What follows belongs to an exercise in optimizing a design on an open flow for small area; a production flow would make more cautious choices.
Only simulation tests tie the RTL to the original design; equivalence was not proved.
Power is estimated from default activity; no workload was simulated.

### design.v
module av2_rx_engine (
    input  wire       clk,
    input  wire       rst,           
    input  wire       rx_valid,      
    input  wire [7:0] rx_data,
    input  wire       rx_err,        
    input  wire [7:0] rd_addr,
    output reg  [7:0] rd_data,
    output reg        ev_commit,     
    output wire [2:0] ev_sub,
    output reg        ev_ready,      
    output reg        ev_error,      
    output wire [3:0] ev_err_code
);
    integer i;
    reg [5:0] cnt;
    reg       hbad;         
    reg [2:0] sub;          
    reg       lenok;        
    wire st_ovr = cnt[5] & cnt[0];
    wire st_err = cnt[5] & cnt[1];
    wire st_hold = st_ovr | st_err;
    wire is_eol  = (rx_data == 8'hFF);
    wire dbyte   = rx_valid & ~rx_err & ~is_eol;
    wire eol     = rx_valid & ~rx_err & is_eol;
    wire ws = (rx_data >= 8'h09 && rx_data <= 8'h0D) || rx_data == 8'h20;
    reg [7:0] hdr_exp;
    always @* begin
        case (cnt[2:0])
            3'd0: hdr_exp = 8'h23;
            3'd1: hdr_exp = 8'h41;
            3'd2: hdr_exp = 8'h56;
            3'd3: hdr_exp = 8'h32;
            default: hdr_exp = 8'h20;
        endcase
    end
    reg [2:0] code_sub;
    always @* begin
        case (rx_data)
            8'h69: code_sub = 3'd0;
            8'h6A: code_sub = 3'd1;
            8'h6B: code_sub = 3'd2;
            8'h6C: code_sub = 3'd3;
            8'h6D: code_sub = 3'd4;
            8'h6E: code_sub = 3'd5;
            default: code_sub = 3'd7;
        endcase
    end
    reg [5:0] thr;
    always @* begin
        case (sub)
            3'd0: thr = 6'd10;
            3'd1: thr = 6'd18;
            3'd2: thr = 6'd27;
            3'd3: thr = 6'd7;
            3'd4: thr = 6'd8;
            default: thr = 6'd5;
        endcase
    end
    wire c_sys = (sub == 3'd0);
    wire c_inp = (sub == 3'd1);
    wire c_spk = (sub == 3'd2);
    wire c_grp = c_sys | (sub == 3'd3) | (sub == 3'd4);    
    wire hdr_ok = (cnt >= 6'd5) & ~hbad & ~st_hold;
    wire known  = (cnt >= 6'd6) & ~st_hold & (sub[2:1] != 2'b11);
    wire commit = eol & hdr_ok & known & lenok;
    wire err1   = eol & ~st_hold & ~hdr_ok;
    wire err6   = eol & hdr_ok & known & ~lenok;
    wire err7   = eol & st_ovr;
    reg [5:0] progress;
    reg       ready;
    reg [2:0] ev_x;
    assign ev_sub      = ev_x;
    assign ev_err_code = {1'b0, ev_x};
    wire [5:0] prog_new = progress | (6'd1 << sub);
    always @(posedge clk) begin
        if (rst) begin
            cnt <= 6'd0;
        end else if (rx_err) begin
            cnt <= 6'd34;
        end else if (rx_valid) begin
            if (is_eol)
                cnt <= 6'd0;
            else if (!st_hold)
                cnt <= cnt + 6'd1;
        end
        if (dbyte) begin
            if (cnt == 6'd0)
                hbad <= (rx_data != hdr_exp);
            else if (cnt < 6'd5)
                hbad <= hbad | (rx_data != hdr_exp);
            if (cnt == 6'd5) begin
                sub   <= code_sub;
                lenok <= (rx_data == 8'h6E);
            end else if (!ws && cnt >= thr) begin
                lenok <= 1'b1;
            end
        end
        ev_commit <= ~rst & commit;
        ev_error  <= ~rst & (rx_err | err1 | err6 | err7);
        ev_ready  <= ~rst & commit & ~ready & (&prog_new[4:0]);
        if (rx_err)     ev_x <= 3'd3;
        else if (err7)  ev_x <= 3'd7;
        else if (err1)  ev_x <= 3'd1;
        else if (err6)  ev_x <= 3'd6;
        else            ev_x <= sub;
        if (rst) begin
            progress <= 6'd0;
            ready    <= 1'b0;
        end else if (commit) begin
            progress <= prog_new;
            if (&prog_new[4:0]) ready <= 1'b1;
        end
    end
    reg [2:0] stg_s [0:3];
    reg [1:0] stg_c;
    reg [7:0] stg_d [0:7];
    reg [5:0] stg_l [0:7];
    wire [2:0] w_size  = (rx_data >= 8'd1 && rx_data <= 8'd4) ? rx_data[2:0] : 3'd0;
    wire       w_nz    = (rx_data != 8'd0);
    wire [4:0] w_label = (rx_data <= 8'd20) ? rx_data[4:0] : 5'h1F;
    wire [7:0] w_lraw  = (rx_data > 8'd60) ? 8'd60 : rx_data;
    wire [7:0] w_lvl8  = w_lraw - 8'd30;
    wire [5:0] w_l     = c_inp ? {1'b0, w_label} : w_lvl8[5:0];
    always @(posedge clk) begin
        if (rx_valid) begin
            for (i = 0; i < 4; i = i + 1)
                if (cnt == 6 + i) stg_s[i] <= w_size;
            if (cnt == 6'd10) stg_c[0] <= w_nz;
            if (cnt == 6'd11) stg_c[1] <= w_nz;
            if (cnt == 6'd6  || (cnt == 6'd12 && !c_grp)) stg_d[0] <= rx_data;
            if (cnt == 6'd7  || (cnt == 6'd13 && !c_grp)) stg_d[1] <= rx_data;
            if (cnt == 6'd8  || (cnt == 6'd14 && !c_grp)) stg_d[2] <= rx_data;
            if (cnt == 6'd10 || (cnt == 6'd15 && !c_grp)) stg_d[3] <= rx_data;
            for (i = 4; i < 8; i = i + 1)
                if (cnt == 12 + i) stg_d[i] <= rx_data;
            for (i = 0; i < 8; i = i + 1)
                if (cnt == 6 + i || (cnt == 20 + i && !c_inp)) stg_l[i] <= w_l;
        end
    end
    reg [7:0] sys_flags, sys_mode, sys_vol;
    reg [5:0] sys_decode;                       
    reg [4:0] inp_label [0:9];                  
    reg       inp_panorama;
    reg [7:0] inp_width, inp_depth;
    reg [2:0] spk_size [0:3];
    reg [1:0] spk_cfg;
    reg [7:0] spk_dist [0:7];
    reg [5:0] spk_level [0:7];                  
    reg [7:0] sw_major, sw_minor;
    reg [7:0] fw_major, fw_minor, fw_patch;
    function [4:0] lab5(input [7:0] b);
        lab5 = (b <= 8'd20) ? b[4:0] : 5'h1F;
    endfunction
    wire [7:0] s_mode_b = stg_d[1];
    wire [3:0] s_input  = (s_mode_b[3:0] >= 4'd1 && s_mode_b[3:0] <= 4'd11) ? s_mode_b[3:0] : 4'd0;
    wire [7:0] s_dec_b  = stg_d[3];
    wire [5:0] s_dec    = (s_dec_b <= 8'd23 || (s_dec_b >= 8'd48 && s_dec_b <= 8'd55)) ?
                          s_dec_b[5:0] : 6'h3F;
    wire cm_sys = commit & (sub == 3'd0);
    wire cm_inp = commit & (sub == 3'd1);
    wire cm_spk = commit & (sub == 3'd2);
    wire cm_swv = commit & (sub == 3'd3);
    wire cm_fwv = commit & (sub == 3'd4);
    always @(posedge clk) begin
        if (cm_sys) begin
            sys_flags  <= stg_d[0];
            sys_mode   <= {s_mode_b[7:4], s_input};
            sys_vol    <= stg_d[2];
            sys_decode <= s_dec;
        end
        if (cm_inp) begin
            for (i = 0; i < 8; i = i + 1)
                inp_label[i] <= stg_l[i][4:0];
            inp_label[8]  <= lab5(stg_d[2]);
            inp_label[9]  <= lab5(stg_d[3]);
            inp_panorama  <= (stg_d[4] != 8'd0);
            inp_width     <= stg_d[5];
            inp_depth     <= stg_d[6];
        end
        if (cm_spk) begin
            for (i = 0; i < 4; i = i + 1)
                spk_size[i] <= stg_s[i];
            spk_cfg <= stg_c;
            for (i = 0; i < 8; i = i + 1) begin
                spk_dist[i]  <= stg_d[i];
                spk_level[i] <= stg_l[i];
            end
        end
        if (cm_swv) begin
            sw_major <= stg_d[0];
            sw_minor <= stg_d[1];
        end
        if (cm_fwv) begin
            fw_major <= stg_d[0];
            fw_minor <= stg_d[1];
            fw_patch <= stg_d[2];
        end
    end
    reg [4:0] r_lab;
    reg [5:0] r_lvl;
    always @* begin
        r_lab = inp_label[rd_addr[3:0]];
        r_lvl = spk_level[rd_addr[2:0]];
    end
    always @* begin
        rd_data = 8'h00;
        case (rd_addr)
            8'h00: rd_data = {ready, 1'b0, progress};
            8'h10: if (progress[0]) rd_data = sys_flags;
            8'h11: if (progress[0]) rd_data = sys_mode;
            8'h12: if (progress[0]) rd_data = sys_vol;
            8'h13: rd_data = progress[0] ? {{2{&sys_decode}}, sys_decode} : 8'hFF;
            8'h20, 8'h21, 8'h22, 8'h23, 8'h24,
            8'h25, 8'h26, 8'h27, 8'h28, 8'h29:
                   if (progress[1]) rd_data = {{3{&r_lab}}, r_lab};
            8'h2A: if (progress[1]) rd_data = {7'd0, inp_panorama};
            8'h2B: if (progress[1]) rd_data = inp_width;
            8'h2C: if (progress[1]) rd_data = inp_depth;
            8'h30, 8'h31, 8'h32, 8'h33:
                   if (progress[2]) rd_data = {5'd0, spk_size[rd_addr[1:0]]};
            8'h34: if (progress[2]) rd_data = {6'd0, spk_cfg};
            8'h38, 8'h39, 8'h3A, 8'h3B, 8'h3C, 8'h3D, 8'h3E, 8'h3F:
                   if (progress[2]) rd_data = spk_dist[rd_addr[2:0]];
            8'h40, 8'h41, 8'h42, 8'h43, 8'h44, 8'h45, 8'h46, 8'h47:
                   if (progress[2]) rd_data = {{2{r_lvl[5]}}, r_lvl};
            8'h50: if (progress[3]) rd_data = sw_major;
            8'h51: if (progress[3]) rd_data = sw_minor;
            8'h58: if (progress[4]) rd_data = fw_major;
            8'h59: if (progress[4]) rd_data = fw_minor;
            8'h5A: if (progress[4]) rd_data = fw_patch;
            default: rd_data = 8'h00;
        endcase
    end
endmodule
### run.sh
#!/bin/bash
# synth_recipe.tcl (not shown) runs the flow's synth.tcl, then flattens the netlist and writes it again
# the make line also repeats each setting of config.mk as NAME=value (left out here)
make -C /OpenROAD-flow-scripts/flow DESIGN_CONFIG=/design/flow/config.mk WORK_HOME=/design/flow/orfs CLKGATE_MAP_FILE= SYNTH_SCRIPT=/design/flow/synth_recipe.tcl finish
### config.mk
export PLATFORM = sky130hd
export DESIGN_NAME = av2_rx_engine
export DESIGN_NICKNAME = av2_rx_engine
export VERILOG_FILES = /design/flow/design.v
export SDC_FILE = /design/flow/constraint.sdc
export NUM_CORES = 4
export LEC_CHECK = 0
export CAP_MARGIN = 20
export CORE_MARGIN = 2
export CORE_UTILIZATION = 40
export PLACE_DENSITY = 0.6
export SLEW_MARGIN = 20
### constraint.sdc
create_clock -name core_clock -period 10.0 [get_ports {clk}]
set_input_delay 2.0000 -clock core_clock [delete_from_list [all_inputs] [get_ports {clk}]]
set_output_delay 2.0000 -clock core_clock [all_outputs]
set_load 0.01 [all_outputs]
==> results by group <==
GRT
  • Largest net degree at the start of global routing: 127
  • Antenna violations before repair: 1
  • Grt ovf: 0
  • Total track usage: 0.198
  • Global-route wire length before repair: 63300 um
  • Vias in the first global route: 9576

Clock tree
  • Clk pin slew, worst setup/hold paths: 0.06 ns
  • Post-CTS repair timing setup buffer count: 0
  • Clk sinks: 413
  • CTS Buffer Depth: 3
  • Post-CTS Resized: 0
  • Hold-fix buffers, CTS: 0
  • CTS root buffer: clkbuf_16
  • H-Tree Depth: 2
  • TritonCTS clock tree: built
  • Num CTS Buffers: 42
  • Clk latency of the worst-skew pair: 0.55 ns

Yosys
  • Syn Inst Count: 1094
  • Syn. warnings: 8
  • Biggest area consumer among synthesized cells: edfxtp_1
  • Post-synthesis async set-or-reset flop share: 0
  • Post-synth EDFFs: 394
  • Synth top area share: 0.710
  • Sequential area share after synthesis: 0.733
  • Mean post-synth cell area: 15.2 sq um
  • Ys flop type: edfxtp_1
  • Mapped Area: 0.0167 sq mm
  • #FFs+latches synth: 413
  • Top post-synthesis cells by area: edfxtp_1, dfxtp_1, mux4_2
  • Yosys cell types: 80
  • Synth Net Count: 1126

Die
  • Die width: 208 um
  • Die H: 208 um
  • Core ar.: 0.0410 sq mm
  • Initial Utilization: 0.406
  • Die area: 0.0433 sq mm
  • Ports: 38
  • # rows: 74

Worst setup path
  • Startpoint Class: input port
  • CP endpoint kind: output pin
  • CP arrival: 5.55 ns
  • Setup Crit Path Kind: input port to output pin
  • Crit-path max FO: 37
  • CP required: 8.00 ns

Pwr
  • Combinational Power Share: 0.039
  • Pwr Total: 3.53 mW
  • Pwr dens: 187 mW/mm^2
  • Net Switching: 0.734 mW
  • Leakage: 6.01 nW
  • Clk network pwr share: 0.428
  • Reg power frac: 0.533
  • Cell Int Power: 2.79 mW
  • Sw Share: 0.208
  • Maximum VDD drop: 0.108 mV

Layout
  • Layout Cell Area excl Fill: 0.0189 sq mm
  • Number of nets in the layout: 1166
  • Antenna diodes: 0
  • Ratio of cells with drive above 1 in the final layout: 0.114
  • Core Util, Final: 0.461
  • Commonest non-fill, non-tap cell in the layout: edfxtp_1
  • Filler instances: 3581
  • Most frequent cells in the layout: edfxtp_1, nor2_1, nand2_1, o21ai_0, a21oi_1
  • P&R area growth vs syn: 13.3%
  • Final cell count without fillers: 1698

STA
  • Slew HR: 0.273
  • Setup_tns: 0 ns
  • RSZ-0062 raised after global routing: no
  • Max Freq: 132 MHz
  • Count of final setup violators: 0
  • Slew Limit Fails: 0
  • Clock Skew: 0.0299 ns
  • Final Hold Vio Count: 0
  • Fin crit share: 0.755
  • Measured slew at the worst slew-check pin: 1.09 ns
  • Min Clock Period, post-route: 7.55 ns

Outcome
  • Outcome: complete, no violations

Placed design
  • Placed cell area: 0.0176 sq mm
  • Placed cell count: 1622
  • GPL Wtd Cong: 0.953
  • IO Port Bufs: 36
  • HPWL Detailed: 29400 um

Detailed routing
  • Antenna Nets Post-Route: 0
  • Drt drc: 0
  • TritonRoute pass-1 iters: 6
  • Wirelength per Cell: 25.5 um
  • Routed vias: 9967
  • Initial DRC Count: 1213
  • Routed WL: 43200 um
  • Via/cell ratio: 5.87

Flow run
  • Max_cap viols: 0

Worst hold path
  • Hold Crit Class: flip-flop to flip-flop
-- state kept, by name, summed over array words and instances (netlist names), 12 cells and up --
| register | cells |
|---|---|
| spk_size | 12 |
| stg_l | 48 |
| spk_level | 48 |
| stg_s | 12 |
| spk_dist | 64 |
| stg_d | 64 |
| inp_label | 50 |
-- cells in the mapped netlist (13+ instances only) --
library cell	instances
inv_1	24
nor3_1	13
and2_1	16
mux2_2	15
nor2_1	68
clkbuf_1	29
edfxtp_1	394
nor2b_1	14
a22oi_1	30
mux2i_1	20
nand3_1	22
nand2b_1	13
o21ai_0	51
a21oi_1	51
nand2_1	53
buf_2	18
dfxtp_1	19
-- worst max-delay path: stages --
cell and delay, ns:
buf_2 0.61, buf_4 0.51, and2b_4 0.27, a22o_1 0.22, a2111oi_0 0.62, a21oi_1 0.17, or4b_1 0.60, clkdlybuf4s50_1 0.52
-- power by group through the flow --
| stage | combinational (mW) | clock [mW] | sequential (mW) |
|---|---|---|---|
| detailed placement | 0.136 | 0 | 1.92 |
| global placement | 0.135 | 0 | 1.92 |
| floorplan | 0.0861 | 0 | 1.91 |
| finish | 0.139 | 1.51 | 1.88 |
| global route | 0.148 | 1.60 | 1.88 |
| CTS | 0.137 | 1.53 | 1.88 |
-- through the flow --
| step | worst slack (ns) | hold WS, ns |
|---|---|---|
| 3_5_place_dp | 2.55 | 0.405 |
| 6_report | 2.45 | 0.411 |
| 3_3_place_gp | 2.58 | 0.401 |
| 4_1_cts | 2.52 | 0.414 |
| 2_1_floorplan | 2.25 | 0.400 |
| 5_1_grt | 2.23 | 0.420 |
-- worst paths after layout --
kind,startpoint,depth (start not counted),slack (ns),to
setup / recovery,rd_addr[2],8,2.45,rd_data[0]
hold / removal,stg_s[0][1]$_DFFE_PP_,0,0.41,spk_size[0][1]$_DFFE_PP_
setup reg to reg,cnt[1]$_SDFFE_PP0P_,7,6.63,spk_level[3][5]$_DFFE_PP_
hold reg to reg,stg_s[0][1]$_DFFE_PP_,0,0.41,spk_size[0][1]$_DFFE_PP_
-- layer usage --
metal	global-route usage	routed length (um)
met1	0.295	19100
met2	0.303	19400
met3	0.0331	3780
met4	0.0481	979
met5	0	8
-- kinds of logic (layout without fill, tap and decap cells) --
family	Yosys count	in the layout	share of synthesized area
fa+ha+maj	12	12	0.00901
xor+xnor	7	7	0.00368
compound gates	253	253	0.103
mux	47	47	0.0384
buf+inv	83	155	0.0234
other cells	1	1	0.000225
simple gates	278	278	0.0902
flops	413	413	0.733
-- cell type report --
| cell class | count | area, sq um | share of cell area |
|---|---|---|---|
| sequential | 413 | 12200 | 0.646 |
| multi-input combinational | 598 | 4110 | 0.217 |
| clock buffer | 54 | 1120 | 0.0592 |
| tap | 532 | 666 | 0.0352 |
| timing repair buffer | 55 | 500 | 0.0265 |
| clock inverter | 22 | 199 | 0.0105 |
| inverter | 24 | 90.1 | 0.00477 |

[afterwards: timing with drivers on the ports]
The flow's constraints put no driver on any port. The routed layout listed below was extracted and timed again, unchanged, in two steps.
Step 1: set_driving_cell puts a clkbuf_16 on clk and a buf_2 on each other input, an assumption about the parent block.
Step 2 also shifts input and output timing later by t, the mid clock arrival at the registers, as if the neighbouring blocks saw the same clock.
Slacks: ideal ports / drivers / drivers and shift; pairs: ideal ports / drivers.
t, ns: 0.583
setup WS [ns]: 2.448 / 2.413 / 2.413
pins driven straight from the clock port: 1
After both steps this run still meets setup and hold. For this run, drivers alone change the setup slack by -0.035 ns; drivers and shift together by -0.035 ns.
